Context: an optimization exercise on an open-source flow, tuned for small area. The choices shown serve that exercise and are no tape-out recipe.
Function was checked by simulation only, so behaviour that the tests miss may differ from the original.
Power is estimated from default activity; no workload was simulated.

<file path="flow/design.v">
module fdc_crc32_step (
    input  wire [31:0] crc_in,
    input  wire [7:0]  data,
    output reg  [31:0] crc_out
);
    integer k;
    always @* begin
        crc_out = crc_in ^ {24'd0, data};
        for (k = 0; k < 8; k = k + 1) begin
            if (crc_out[0])
                crc_out = (crc_out >> 1) ^ 32'hEDB88320;
            else
                crc_out = crc_out >> 1;
        end
    end
endmodule
module fdc_json_parser (
    input  wire       clk,
    input  wire       start,       
    input  wire       in_valid,    
    input  wire [7:0] in_byte,
    output wire       sx_valid,    
    output wire [5:0] sx,
    output wire       grp_done,    
    output wire       ok,
    output wire [7:0] type_val,
    output reg  [4:0] ngrp,        
    output reg  [1:0] pad          
);
    localparam [3:0] S_OPEN      = 4'd0,   
                     S_KEY_START = 4'd1,   
                     S_K0        = 4'd2,   
                     S_K1        = 4'd3,   
                     S_K2        = 4'd4,   
                     S_K3        = 4'd5,   
                     S_K4        = 4'd6,   
                     S_COLON     = 4'd7,   
                     S_VAL       = 4'd8,   
                     S_NUM       = 4'd9,   
                     S_STR       = 4'd10,  
                     S_AFTER     = 4'd11,  
                     S_TRAIL     = 4'd12,  
                     S_FAIL      = 4'd13;
    reg [3:0] state;
    reg       have_t, have_d;
    reg       cur_is_data;  
    reg [7:0] num;          
    reg [1:0] gpos;         
    wire member = have_t && have_d;
    assign ok       = (state == S_TRAIL);
    assign type_val = num;
    wire       is_ws    = (in_byte == 8'h20) || (in_byte == 8'h09) ||
                          (in_byte == 8'h0A) || (in_byte == 8'h0D);
    wire       is_digit = (in_byte >= 8'h30) && (in_byte <= 8'h39);
    wire [3:0] digit    = in_byte[3:0];
    wire       is_upper = (in_byte >= 8'h41) && (in_byte <= 8'h5A);    
    wire       is_lower = (in_byte >= 8'h61) && (in_byte <= 8'h7A);    
    wire       is_plus  = (in_byte == 8'h2B);                           
    wire       is_slash = (in_byte == 8'h2F);                           
    wire       is_b64   = is_upper || is_lower || is_digit || is_plus || is_slash;
    wire [5:0] b64_add  = is_upper ? 6'h3F : is_lower ? 6'h39 : 6'h04;
    wire [5:0] sextet   = is_plus ? 6'd62 : is_slash ? 6'd63 : in_byte[5:0] + b64_add;
    wire [7:0] num_next = {num[4:0], 3'd0} + {2'd0, num[4:0], 1'b0} + {4'd0, digit};
    wire       num_bad  = (num == 8'd0) || (num > 8'd25) ||
                          (num == 8'd25 && digit > 4'd5);
    reg [3:0] after_state;
    always @* begin
        if (is_ws)                               after_state = S_AFTER;
        else if (in_byte == 8'h2C && !member)    after_state = S_KEY_START;
        else if (in_byte == 8'h7D && member)     after_state = S_TRAIL;
        else                                     after_state = S_FAIL;
    end
    wire in_str  = in_valid && (state == S_STR);
    wire is_pad  = (in_byte == 8'h3D);
    wire pad_ok  = (gpos == 2'd2 && pad == 2'd0) || (gpos == 2'd3 && pad != 2'd2);
    wire b64_ok  = is_b64 && (pad == 2'd0);
    assign sx_valid = in_str && (b64_ok || (is_pad && pad_ok));
    assign sx       = is_pad ? 6'd0 : sextet;
    assign grp_done = sx_valid && (gpos == 2'd3);
    always @(posedge clk) begin
        if (start) begin
            state       <= S_OPEN;
            have_t      <= 1'b0;
            have_d      <= 1'b0;
            gpos        <= 2'd0;
            pad         <= 2'd0;
            ngrp        <= 5'd0;
        end else if (in_valid) begin
            case (state)
                S_OPEN: begin
                    if (in_byte == 8'h7B)  state <= S_KEY_START;
                    else if (!is_ws)       state <= S_FAIL;
                end
                S_KEY_START: begin
                    if (in_byte == 8'h22)  state <= S_K0;
                    else if (!is_ws)       state <= S_FAIL;
                end
                S_K0: begin
                    cur_is_data <= (in_byte == "d");
                    if (in_byte == "t" || in_byte == "d") state <= S_K1;
                    else                                  state <= S_FAIL;
                end
                S_K1: begin
                    if (in_byte == (cur_is_data ? "a" : "y")) state <= S_K2;
                    else                                     state <= S_FAIL;
                end
                S_K2: begin
                    if (in_byte == (cur_is_data ? "t" : "p")) state <= S_K3;
                    else                                     state <= S_FAIL;
                end
                S_K3: begin
                    if (in_byte == (cur_is_data ? "a" : "e")) state <= S_K4;
                    else                                     state <= S_FAIL;
                end
                S_K4: begin
                    if (in_byte != 8'h22 || (cur_is_data ? have_d : have_t)) begin
                        state <= S_FAIL;
                    end else begin
                        if (cur_is_data) have_d <= 1'b1;
                        else             have_t <= 1'b1;
                        state <= S_COLON;
                    end
                end
                S_COLON: begin
                    if (in_byte == 8'h3A)  state <= S_VAL;
                    else if (!is_ws)       state <= S_FAIL;
                end
                S_VAL: begin
                    if (!is_ws) begin
                        if (!cur_is_data && is_digit) begin
                            state    <= S_NUM;
                            num      <= {4'd0, digit};
                        end else if (cur_is_data && in_byte == 8'h22) begin
                            state <= S_STR;
                        end else begin
                            state <= S_FAIL;
                        end
                    end
                end
                S_NUM: begin
                    if (is_digit) begin
                        if (num_bad) state <= S_FAIL;
                        else         num   <= num_next;
                    end else begin
                        state <= after_state;
                    end
                end
                S_STR: begin
                    if (in_byte == 8'h22) begin
                        if (gpos == 2'd0) state <= S_AFTER;
                        else              state <= S_FAIL;
                    end else if (sx_valid) begin
                        gpos <= gpos + 2'd1;
                        if (is_pad) pad <= pad + 2'd1;
                        if (gpos == 2'd3) ngrp <= ngrp + 5'd1;
                    end else begin
                        state <= S_FAIL;
                    end
                end
                S_AFTER: begin
                    state <= after_state;
                end
                S_TRAIL: begin
                    if (!is_ws) state <= S_FAIL;
                end
                default: state <= S_FAIL;
            endcase
        end
    end
endmodule
module lian_fdc (
    input  wire        clk,
    input  wire        rst,
    input  wire        in_valid,
    input  wire        in_end,
    input  wire [7:0]  in_data,
    output wire        in_ready,
    output wire        out0_valid,
    input  wire        out0_ready,
    output wire        out1_valid,
    input  wire        out1_ready,
    output wire        out2_valid,
    input  wire        out2_ready,
    output wire        out3_valid,
    input  wire        out3_ready,
    output wire [7:0]  out_type,
    output wire [7:0]  out_data,
    output wire        out_first,
    output wire        out_last,
    output wire        out_empty,
    input  wire        csr_req,
    input  wire        csr_we,
    input  wire [7:0]  csr_addr,
    input  wire [2:0]  csr_size,
    input  wire [31:0] csr_wdata,
    output reg  [31:0] csr_rdata,
    output reg         csr_err,
    output wire        irq
);
    localparam CAPACITY = 128;
    localparam NRING    = 24;    
    localparam [2:0] PH_LEN = 3'd0, PH_PAYLOAD = 3'd1, PH_CSUM = 3'd2,
                     PH_EVAL = 3'd3, PH_DELIVER = 3'd4, PH_ERROR = 3'd5;
    localparam [2:0] E_NONE = 3'd0, E_INCOMPLETE = 3'd1, E_CHECKSUM = 3'd2,
                     E_MALFORMED = 3'd3, E_OVERSIZE = 3'd4;
    reg [2:0]  phase;
    reg [3:0]  len_cnt;
    reg [63:0] len_reg;
    reg [7:0]  pay_cnt;
    reg [2:0]  csum_cnt;
    reg [31:0] csum_reg;
    reg [31:0] crc_reg;
    reg [7:0]  msg_type;
    wire [1:0] msg_route = (msg_type == 8'd0) ? 2'd0 :
                           (msg_type == 8'd1) ? 2'd1 :
                           (msg_type == 8'd2) ? 2'd2 : 2'd3;
    reg [2:0]  err_code;
    reg [1:0]  err_seg;
    reg        err_boundary;
    reg        ctrl_en;
    reg        ctrl_ie;
    reg [31:0] cnt_ok, cnt_incomplete, cnt_checksum, cnt_malformed, cnt_oversize;
    reg [143:0] st0, st1, st2, st3;   
    reg [1:0]   rph;             
    reg [1:0]   gslot;           
    reg         ins_q, ins_qn;   
    reg [4:0]   gcnt;            
    reg [17:0]  asm_g;           
    wire [23:0] pg = csum_reg[31:8];   
    reg         pend;            
    reg         have;            
    reg [1:0]   bk;              
    reg         started;         
    reg        pend_wr;
    reg        pend_en, pend_ie, pend_clear, pend_cntclr;
    assign in_ready = !rst && ctrl_en &&
                      (phase == PH_LEN || phase == PH_PAYLOAD || phase == PH_CSUM);
    wire in_fire = in_valid && in_ready;
    wire in_byte = in_fire && !in_end;
    wire in_eos  = in_fire && in_end;
    wire [31:0] crc_next;
    fdc_crc32_step u_crc (.crc_in(crc_reg), .data(in_data), .crc_out(crc_next));
    wire [63:0] len_shifted = {len_reg[55:0], in_data};
    wire       len_done  = in_byte && (phase == PH_LEN) && (len_cnt == 4'd7);
    wire       pay_byte  = in_byte && (phase == PH_PAYLOAD);
    wire       sx_valid, grp_done, parse_ok;
    wire [5:0] sx;
    wire [7:0] parse_type;
    wire [4:0] ngrp;
    wire [1:0] pad;
    fdc_json_parser u_parser (
        .clk      (clk),
        .start    (len_done),
        .in_valid (pay_byte),
        .in_byte  (in_data),
        .sx_valid (sx_valid),
        .sx       (sx),
        .grp_done (grp_done),
        .ok       (parse_ok),
        .type_val (parse_type),
        .ngrp     (ngrp),
        .pad      (pad)
    );
    wire delivering = (phase == PH_DELIVER);
    wire msg_is_empty = (ngrp == 5'd0);
    wire beat_avail = delivering && (have || msg_is_empty);
    assign out0_valid = beat_avail && (msg_route == 2'd0);
    assign out1_valid = beat_avail && (msg_route == 2'd1);
    assign out2_valid = beat_avail && (msg_route == 2'd2);
    assign out3_valid = beat_avail && (msg_route == 2'd3);
    reg sel_ready;
    always @* begin
        case (msg_route)
            2'd0: sel_ready = out0_ready;
            2'd1: sel_ready = out1_ready;
            2'd2: sel_ready = out2_ready;
            default: sel_ready = out3_ready;
        endcase
    end
    wire beat_last    = msg_is_empty || (gcnt == ngrp && bk == 2'd2 - pad);
    wire out_fire     = beat_avail && sel_ready;
    wire deliver_done = out_fire && beat_last;
    reg [7:0] pg_byte;
    always @* begin
        case (bk)
            2'd0:    pg_byte = pg[23:16];
            2'd1:    pg_byte = pg[15:8];
            default: pg_byte = pg[7:0];
        endcase
    end
    assign out_type  = msg_type;
    assign out_data  = msg_is_empty ? 8'd0 : pg_byte;
    assign out_first = !started;
    assign out_last  = beat_last;
    assign out_empty = msg_is_empty;
    assign irq = ctrl_ie && (err_code != E_NONE);
    wire eval_pass  = (phase == PH_EVAL) && (~crc_reg == csum_reg) && parse_ok;
    wire to_deliver = eval_pass && (gcnt == NRING);
    wire grp_ring = grp_done && (ngrp >= 5'd2) && (ngrp <= 5'd25);
    wire grp_ext0 = grp_done && (ngrp == 5'd0);
    wire grp_ext1 = grp_done && (ngrp == 5'd1);
    wire grp_last = grp_done && (ngrp == 5'd26);
    wire slot_next = (gslot == rph + 2'd1);
    wire align     = (phase == PH_CSUM || phase == PH_EVAL) && (gcnt != NRING);
    wire next_due  = delivering && !have && !ins_q && !msg_is_empty;
    wire next_ext  = (gcnt[4:1] == 4'd0) || (gcnt == 5'd26);
    wire take      = next_due && !next_ext;     
    wire xload     = next_due && next_ext;      
    wire shift_dec = slot_next && (pend || grp_ring || align || take);
    always @(posedge clk) begin
        ins_q  <= shift_dec;
        ins_qn <= !shift_dec;
        st1 <= st0;
        st2 <= st1;
        st3 <= st2;
        st0 <= ({144{ins_q}} & {st3[119:0], pg}) | ({144{ins_qn}} & st3);
    end
    wire csr_mapped = (csr_addr[1:0] == 2'b00) && (csr_addr <= 8'h34);
    wire csr_legal  = (csr_size == 3'd4) && csr_mapped && (!csr_we || csr_addr == 8'h00);
    wire ctrl_wr    = csr_req && csr_legal && csr_we;
    wire wr_defer   = ctrl_wr && delivering && (started || out_fire) && !deliver_done;
    wire apply_pend = pend_wr && (deliver_done || !delivering);
    wire apply_new  = ctrl_wr && !wr_defer;
    wire w_en       = apply_new ? csr_wdata[0] : pend_en;
    wire w_ie       = apply_new ? csr_wdata[1] : pend_ie;
    wire w_clear    = (apply_new && csr_wdata[8]) || (apply_pend && pend_clear);
    wire w_cntclr   = (apply_new && csr_wdata[9]) || (apply_pend && pend_cntclr);
    wire [31:0] status_word = {12'd0, in_ready, csum_cnt, len_cnt, irq, err_boundary,
                               err_seg, 1'b0, err_code, 1'b0, phase};
    wire len_err  = (err_code == E_OVERSIZE) || (err_code == E_INCOMPLETE && err_seg == 2'd0);
    wire len_hide = (phase != PH_LEN) && !(phase == PH_ERROR && len_err);
    wire [31:0] csum_mask = {{8{csum_cnt > 3'd3}}, {8{csum_cnt > 3'd2}},
                             {8{csum_cnt > 3'd1}}, {8{csum_cnt > 3'd0}}};
    reg [31:0] rd_val;
    always @* begin
        case (csr_addr[5:2])
            4'h0: rd_val = {30'd0, ctrl_ie, ctrl_en};
            4'h1: rd_val = status_word;
            4'h2: rd_val = {len_reg[31:8] & {24{!len_hide}}, len_reg[7:0]};
            4'h3: rd_val = len_reg[63:32] & {32{!len_hide}};
            4'h4: rd_val = {24'd0, pay_cnt};
            4'h5: rd_val = 32'd0;
            4'h6: rd_val = delivering ? ~crc_reg : (csum_reg & csum_mask);
            4'h7: rd_val = ~crc_reg;
            4'h8: rd_val = {22'd0, msg_route, msg_type};
            4'h9: rd_val = cnt_ok;
            4'hA: rd_val = cnt_incomplete;
            4'hB: rd_val = cnt_checksum;
            4'hC: rd_val = cnt_malformed;
            4'hD: rd_val = cnt_oversize;
            default: rd_val = 32'd0;
        endcase
    end
    always @(posedge clk) begin
        if (rst) begin
            csr_rdata <= 32'd0;
            csr_err   <= 1'b0;
        end else if (csr_req) begin
            csr_rdata <= (csr_legal && !csr_we) ? rd_val : 32'd0;
            csr_err   <= !csr_legal;
        end else begin
            csr_rdata <= 32'd0;
            csr_err   <= 1'b0;
        end
    end
    always @(posedge clk) begin
        rph <= rst ? 2'd0 : rph + 2'd1;
        if (sx_valid && !grp_done) asm_g <= {asm_g[11:0], sx};
        if (shift_dec) gslot <= gslot + 2'd1;
        pend <= (pend || grp_ring) && !shift_dec;
        if (shift_dec || xload) gcnt <= gcnt + 5'd1;
        if ((ins_q && delivering) || xload) have <= 1'b1;
        if (out_fire && !beat_last) begin
            started <= 1'b1;
            if (bk == 2'd2) begin
                bk   <= 2'd0;
                have <= 1'b0;
            end else begin
                bk <= bk + 2'd1;
            end
        end
        if (len_done) begin
            gslot <= 2'd0;
            gcnt  <= 5'd0;
            pend  <= 1'b0;
        end
        if (to_deliver) begin
            gcnt    <= 5'd0;
            have    <= 1'b0;
            bk      <= 2'd0;
            started <= 1'b0;
        end
    end
    wire csum_byte = in_byte && (phase == PH_CSUM);
    always @(posedge clk) begin
        if (csum_byte) csum_reg[7:0] <= in_data;
        if (csum_byte) begin
            if (csum_cnt != 3'd0) csum_reg[31:8] <= csum_reg[23:0];
        end else if (grp_ring) begin
            csum_reg[31:8] <= {asm_g, sx};
        end else if (ins_q && delivering) begin
            csum_reg[31:8] <= st3[143:120];
        end else if (xload) begin
            csum_reg[31:8] <= (gcnt[4:1] != 4'd0) ? {asm_g, len_reg[13:8]} :
                              gcnt[0] ? len_reg[39:16] : len_reg[63:40];
        end
    end
    wire len_over = in_byte && (phase == PH_LEN) && (len_cnt == 4'd7) &&
                    (len_shifted > CAPACITY);
    wire ev_check = (phase == PH_EVAL) && (~crc_reg != csum_reg);
    wire ev_malf  = (phase == PH_EVAL) && (~crc_reg == csum_reg) && !parse_ok;
    wire cnt_zero = rst || (!wr_defer && w_cntclr);
    function [31:0] cnt_step(input [31:0] c, input inc);
        integer i;
        reg     t;
        begin
            t = inc;
            for (i = 0; i < 32; i = i + 1) begin
                cnt_step[i] = c[i] ^ t;
                t = t & c[i];
            end
        end
    endfunction
    always @(posedge clk) begin
        cnt_ok         <= {32{!cnt_zero}} & cnt_step(cnt_ok, deliver_done);
        cnt_incomplete <= {32{!cnt_zero}} & cnt_step(cnt_incomplete, in_eos);
        cnt_checksum   <= {32{!cnt_zero}} & cnt_step(cnt_checksum, ev_check);
        cnt_malformed  <= {32{!cnt_zero}} & cnt_step(cnt_malformed, ev_malf);
        cnt_oversize   <= {32{!cnt_zero}} & cnt_step(cnt_oversize, len_over);
    end
    always @(posedge clk) begin
        if (rst) begin
            phase          <= PH_LEN;
            len_cnt        <= 4'd0;
            len_reg        <= 64'd0;
            pay_cnt        <= 8'd0;
            csum_cnt       <= 3'd0;
            crc_reg        <= 32'hFFFFFFFF;
            msg_type       <= 8'd0;
            err_code       <= E_NONE;
            err_seg        <= 2'd0;
            err_boundary   <= 1'b0;
            ctrl_en        <= 1'b1;
            ctrl_ie        <= 1'b0;
            pend_wr        <= 1'b0;
            pend_en        <= 1'b0;
            pend_ie        <= 1'b0;
            pend_clear     <= 1'b0;
            pend_cntclr    <= 1'b0;
        end else begin
            if (in_eos) begin
                err_code       <= E_INCOMPLETE;
                err_seg        <= (phase == PH_LEN) ? 2'd0 : (phase == PH_PAYLOAD) ? 2'd1 : 2'd2;
                err_boundary   <= (phase == PH_LEN) && (len_cnt == 4'd0);
                phase          <= PH_ERROR;
            end else if (in_byte) begin
                case (phase)
                    PH_LEN: begin
                        len_reg <= len_shifted;
                        crc_reg <= crc_next;
                        len_cnt <= len_cnt + 4'd1;
                        if (len_cnt == 4'd7) begin
                            if (len_shifted > CAPACITY) begin
                                err_code     <= E_OVERSIZE;
                                err_seg      <= 2'd0;
                                err_boundary <= 1'b0;
                                phase        <= PH_ERROR;
                            end else if (len_shifted == 64'd0) begin
                                phase <= PH_CSUM;
                            end else begin
                                phase <= PH_PAYLOAD;
                            end
                        end
                    end
                    PH_PAYLOAD: begin
                        if (grp_ext0) len_reg[63:40] <= {asm_g, sx};
                        if (grp_ext1) len_reg[39:16] <= {asm_g, sx};
                        if (grp_last) len_reg[13:8]  <= sx;
                        crc_reg <= crc_next;
                        pay_cnt <= pay_cnt + 8'd1;
                        if (pay_cnt + 8'd1 == len_reg[7:0]) phase <= PH_CSUM;
                    end
                    default: begin  
                        csum_cnt <= csum_cnt + 3'd1;
                        if (csum_cnt == 3'd3) phase <= PH_EVAL;
                    end
                endcase
            end
            if (phase == PH_EVAL) begin
                if (~crc_reg != csum_reg) begin
                    err_code     <= E_CHECKSUM;
                    err_seg      <= 2'd0;
                    err_boundary <= 1'b0;
                    phase        <= PH_ERROR;
                end else if (!parse_ok) begin
                    err_code      <= E_MALFORMED;
                    err_seg       <= 2'd0;
                    err_boundary  <= 1'b0;
                    phase         <= PH_ERROR;
                end else if (to_deliver) begin
                    msg_type  <= parse_type;
                    phase     <= PH_DELIVER;
                end
            end
            if (deliver_done) begin
                phase    <= PH_LEN;
                len_cnt  <= 4'd0;
                len_reg  <= 64'd0;
                pay_cnt  <= 8'd0;
                csum_cnt <= 3'd0;
                crc_reg  <= 32'hFFFFFFFF;
            end
            if (wr_defer) begin
                pend_wr     <= 1'b1;
                pend_en     <= csr_wdata[0];
                pend_ie     <= csr_wdata[1];
                pend_clear  <= csr_wdata[8] || (pend_wr && pend_clear);
                pend_cntclr <= csr_wdata[9] || (pend_wr && pend_cntclr);
            end else if (apply_pend || apply_new) begin
                pend_wr     <= 1'b0;
                pend_clear  <= 1'b0;
                pend_cntclr <= 1'b0;
                ctrl_en     <= w_en;
                ctrl_ie     <= w_ie;
                if (w_clear) begin
                    phase        <= PH_LEN;
                    len_cnt      <= 4'd0;
                    len_reg      <= 64'd0;
                    pay_cnt      <= 8'd0;
                    csum_cnt     <= 3'd0;
                    crc_reg      <= 32'hFFFFFFFF;
                    err_code     <= E_NONE;
                    err_seg      <= 2'd0;
                    err_boundary <= 1'b0;
                end
            end
        end
    end
endmodule
</file>
<file path="flow/flow/run.sh">
#!/bin/bash
# Layout flow: the standard layout (standard.sh, unchanged synthesis,
# floorplan, power grid and routing), with two settings passed to ORFS's own
# scripts through their environment variables:
#  - clock tree: larger sink clusters of clkbuf_16 and no dummy loads;
#  - port buffers: sky130_fd_sc_hd__buf_1 on every input and output port.
# Each tool's full output stays in this folder: make's in standard.log, the
# ORFS steps' in orfs/logs/.
set -euo pipefail
export CTS_ARGS="-sink_clustering_enable -repair_clock_nets -sink_clustering_size 30 -sink_clustering_max_diameter 72 -buf_list sky130_fd_sc_hd__clkbuf_16 -dont_use_dummy_load"
export BUFFER_PORTS_ARGS="-buffer_cell sky130_fd_sc_hd__buf_1"
bash standard.sh > standard.log 2>&1
</file>
<file path="flow/standard.sh">
#!/bin/bash
# synth_recipe.tcl (not shown) runs the flow's synth.tcl, then flattens the netlist and writes it again
# the make line also repeats each setting of config.mk as NAME=value (left out here)
make -C /OpenROAD-flow-scripts/flow DESIGN_CONFIG=/design/flow/config.mk WORK_HOME=/design/flow/orfs CLKGATE_MAP_FILE= SYNTH_SCRIPT=/design/flow/synth_recipe.tcl "${@:-finish}"
</file>
<file path="flow/config.mk">
export PLATFORM = sky130hd
export DESIGN_NAME = lian_fdc
export DESIGN_NICKNAME = lian_fdc
export VERILOG_FILES = /design/flow/design.v
export SDC_FILE = /design/flow/constraint.sdc
export NUM_CORES = 4
export LEC_CHECK = 0
export CAP_MARGIN = 20
export CORE_MARGIN = 2
export CORE_UTILIZATION = 40
export SLEW_MARGIN = 20
</file>
<file path="flow/constraint.sdc">
create_clock -name core_clock -period 9.5 [get_ports {clk}]
set_input_delay 1.9000 -clock core_clock [delete_from_list [all_inputs] [get_ports {clk}]]
set_output_delay 1.9000 -clock core_clock [all_outputs]
set_load 0.01 [all_outputs]
</file>
==> run summary <==
[cell families (layout without fill, tap and decap cells)]
| group | after synthesis | in the layout |
|---|---|---|
| fa+ha+maj | 191 | 191 |
| mux | 57 | 57 |
| xor+xnor | 154 | 154 |
| compound gates | 715 | 715 |
| other cells | 0 | 1 |
| simple gates | 873 | 873 |
| buf+inv | 231 | 242 |
| flops | 994 | 994 |
[cell usage in the layout (no fill, tap or decap), drive strengths merged, types with 7 or more instances in the layout]
master | Yosys | final
a211oi | 18 | 18
a21oi | 128 | 128
a221oi | 54 | 54
a222oi | 10 | 10
a22o | 171 | 171
a22oi | 101 | 101
a31oi | 25 | 25
a41oi | 11 | 11
and2 | 171 | 171
and3 | 7 | 7
buf | 46 | 157
clkbuf | 147 | 47
dfxtp | 935 | 935
edfxtp | 59 | 59
ha | 188 | 188
inv | 38 | 38
mux2i | 51 | 51
nand2 | 261 | 261
nand2b | 19 | 19
nand3 | 65 | 65
nand3b | 11 | 11
nand4 | 23 | 23
nor2 | 198 | 198
nor2b | 11 | 11
nor3 | 30 | 30
nor3b | 10 | 10
nor4 | 34 | 34
o211ai | 31 | 31
o21ai | 105 | 105
or2 | 8 | 8
xnor2 | 75 | 75
xor2 | 79 | 79
[per-layer routing]
| metal | wire length [um] | up-vias | GRT usage |
|---|---|---|---|
| li1 | - | 11417 | - |
| met1 | 42500 | 11488 | 0.290 |
| met2 | 39100 | 854 | 0.299 |
| met3 | 6990 | 155 | 0.0339 |
| met4 | 2610 | 0 | 0.0590 |
| met5 | 0 | - | 0 |
[final timing paths]
path         slack [ps]        start  depth (start not counted)          endpoint
max                 780   in_data[4]                         40  cnt_oversize[31]
min reg2reg         290      st2[86]                          0           st3[86]
min                 290      st2[86]                          0           st3[86]
max reg2reg        1060  len_reg[21]                         39  cnt_oversize[31]
[power by group through the flow]
stage,logic [W],clock network [W],registers (W)
final,0.000845,0.00213,0.00457
after global routing,0.000920,0.00234,0.00460
after CTS,0.000836,0.00220,0.00457
after detailed placement,0.000833,0,0.00467
after global placement,0.000829,0,0.00466
after floorplan,0.000637,0,0.00459
[worst max-delay path: cells and delay by family]
kind	cells	cell delay [ps]
fa+ha+maj	31	5670
simple gates	4	1090
buf+inv	3	340
xor+xnor	1	140
compound gates	1	130
[metrics by stage]
stage,power [W],instance area [um2],utilization
3_5_place_dp,0.00550,36900,0.423
2_1_floorplan,0.00523,35300,-
3_3_place_gp,0.00549,36900,0.423
4_1_cts,0.00760,38000,0.436
5_1_grt,0.00786,38000,0.436
6_report,0.00755,38000,0.436
[area by class of cell]
cell class / count / area, um2
multi-input cells: 1990 / 13900
well taps: 1155 / 1450
fillers: 8241 / 49100
diodes: 1 / 2.50
inverters: 38 / 143
clock buffers: 47 / 1180
flip-flops and latches: 994 / 20500
repair buffers: 157 / 841
==> run summary <==
status=complete, no violations; pin count of the biggest net entering global routing=125; Die Y-Extent=301 um; Distinct cells, synth=87; Final Hold Viols=0; register area share after synthesis=0.580; Worst path max stage delay=540 ps; Seq pwr share=0.606; via count=23914; final period utilization=0.918; number of global-route vias before repair=22369; final setup margin=782 ps; Clock Skew=60.7 ps; achievable frequency=0.115 GHz; width of the die=301 um; Worst VDD drop=0.181 mV; DRC=0; Via density=5.46; postcts setup bufs=0; CP Capture Type=flip-flop; post-place setup slack=119 ps; DP Cell Count=4334; H-tree depth=2; Slew headroom=0.226; post-synthesis mux area share=0.0165; Worst-Skew Late Latency=640 ps; Net Switching=0.00191 W; gr ovfl total=0; first-pass GRT wire length=139000 um; Hold-fix buffers, CTS=0; final setup violation count=0; Fin Setup TNS=0 ps; top cell type's share of synthesized area=0.530; Mapped Nets=3467; drt total wl=91200 um; core area=87200 um2; Leakage=15.0 nW; Total GRT Usage=0.198; initial antenna violation count=1; hpwl dp=63800 um; CP arrival=9250 ps; Synth top cells by count=dfxtp_1 (935), nand2_1 (261), nor2_1 (198), ha_1 (188), a22o_1 (171); PwrDens=198 nW/um2; nets@finish=3480; sw frac=0.254; critical path class=in2reg; CTS Buf Count=47; RSZ-0062 raised after global routing=false; Final Wtd Congestion=0.929; flop and latch count out of synthesis=994; share of cells above drive strength 1=0.0515; Initial DRT Pass Iterations=6; Max-Cap Viols=0; Req. time, crit path=10030 ps; Critical Path Slowest Stage Cell=or4_1; routed len/inst=20.8 um; starting density of the core=0.405; Crit path top cell by count=ha_1; area of the die=90600 um2; Hold Worst Slack=293 ps; TritonCTS Sinks=994; syn_area_per_cell=11.0 um2; IO buf count=90; Clk pin slew, worst setup/hold paths=100 ps; Synth Area in Adders=0.0683; Final ANT Viol Nets=0; asr flop ratio synth=0; YS warnings=3; worst hold path class=reg2reg; worst-path fanout max=2; largest cells by area after synthesis=dfxtp_1 (53%), ha_1 (6.7%), edfxtp_1 (5.0%); Setup crit start kind=primary input; drt initial violations=2163; cell taking the most area after synthesis=dfxtp_1; compound-cell area share of the yosys netlist=0.148; Area Overhead vs Synth=7.74%; Cell Count, Final, Fillers Out=4382; largest family of logic cells by synthesized area=compound AO/OA/AOI/OAI gates; post-CTS resize count=0; ys flop type=dfxtp_1; Simple-Gate Fraction of Synth Area=0.122; Root Buffer=clkbuf_16; Clock Tree Buf Depth=3; Clock power frac=0.283; XOR/XNOR Fraction of Synth Area=0.0382; number of synthesized flops with an enable pin=59; Pins Over Slew Limit=0; CTS tree=yes; combinational power share=0.112; # IOs=119; cell area after synthesis=35300 um2; Tightest Pin Transition=1160 ps; Tmin final=8720 ps; P_int=0.00563 W; cell with the most instances after synthesis=dfxtp_1; Rows=108; synthesized instance count=3215

==> static timing again, ports no longer ideal <==
No port has a modelled driver above. Below, the same layout with a new extraction and two added sets of constraints. Step 1 (the two cells are an assumption about what drives the block):
set clk [get_ports {clk}]
set_driving_cell -lib_cell sky130_fd_sc_hd__clkbuf_16 $clk
set_driving_cell -lib_cell sky130_fd_sc_hd__buf_2 [delete_from_list [all_inputs] $clk]
Step 2 moves the port delays by t, midway between the first and last clock arrival at a register: inputs arrive t later, outputs are due t later. That takes back most of the time a late clock gives input paths. Three values: ideal ports, drivers, drivers and shift; two values: the first two.
shift t [ns]: 0.667
setup WS [ns]: 0.782 / 0.828 / 0.161
hold WS [ns]: 0.293 / 0.293 / 0.293
clock arrival spread, ns: 0.071 / 0.072
After both steps setup and hold are still met in this run. The setup slack of this run moves by +0.046 ns with the drivers and by -0.621 ns with both steps.
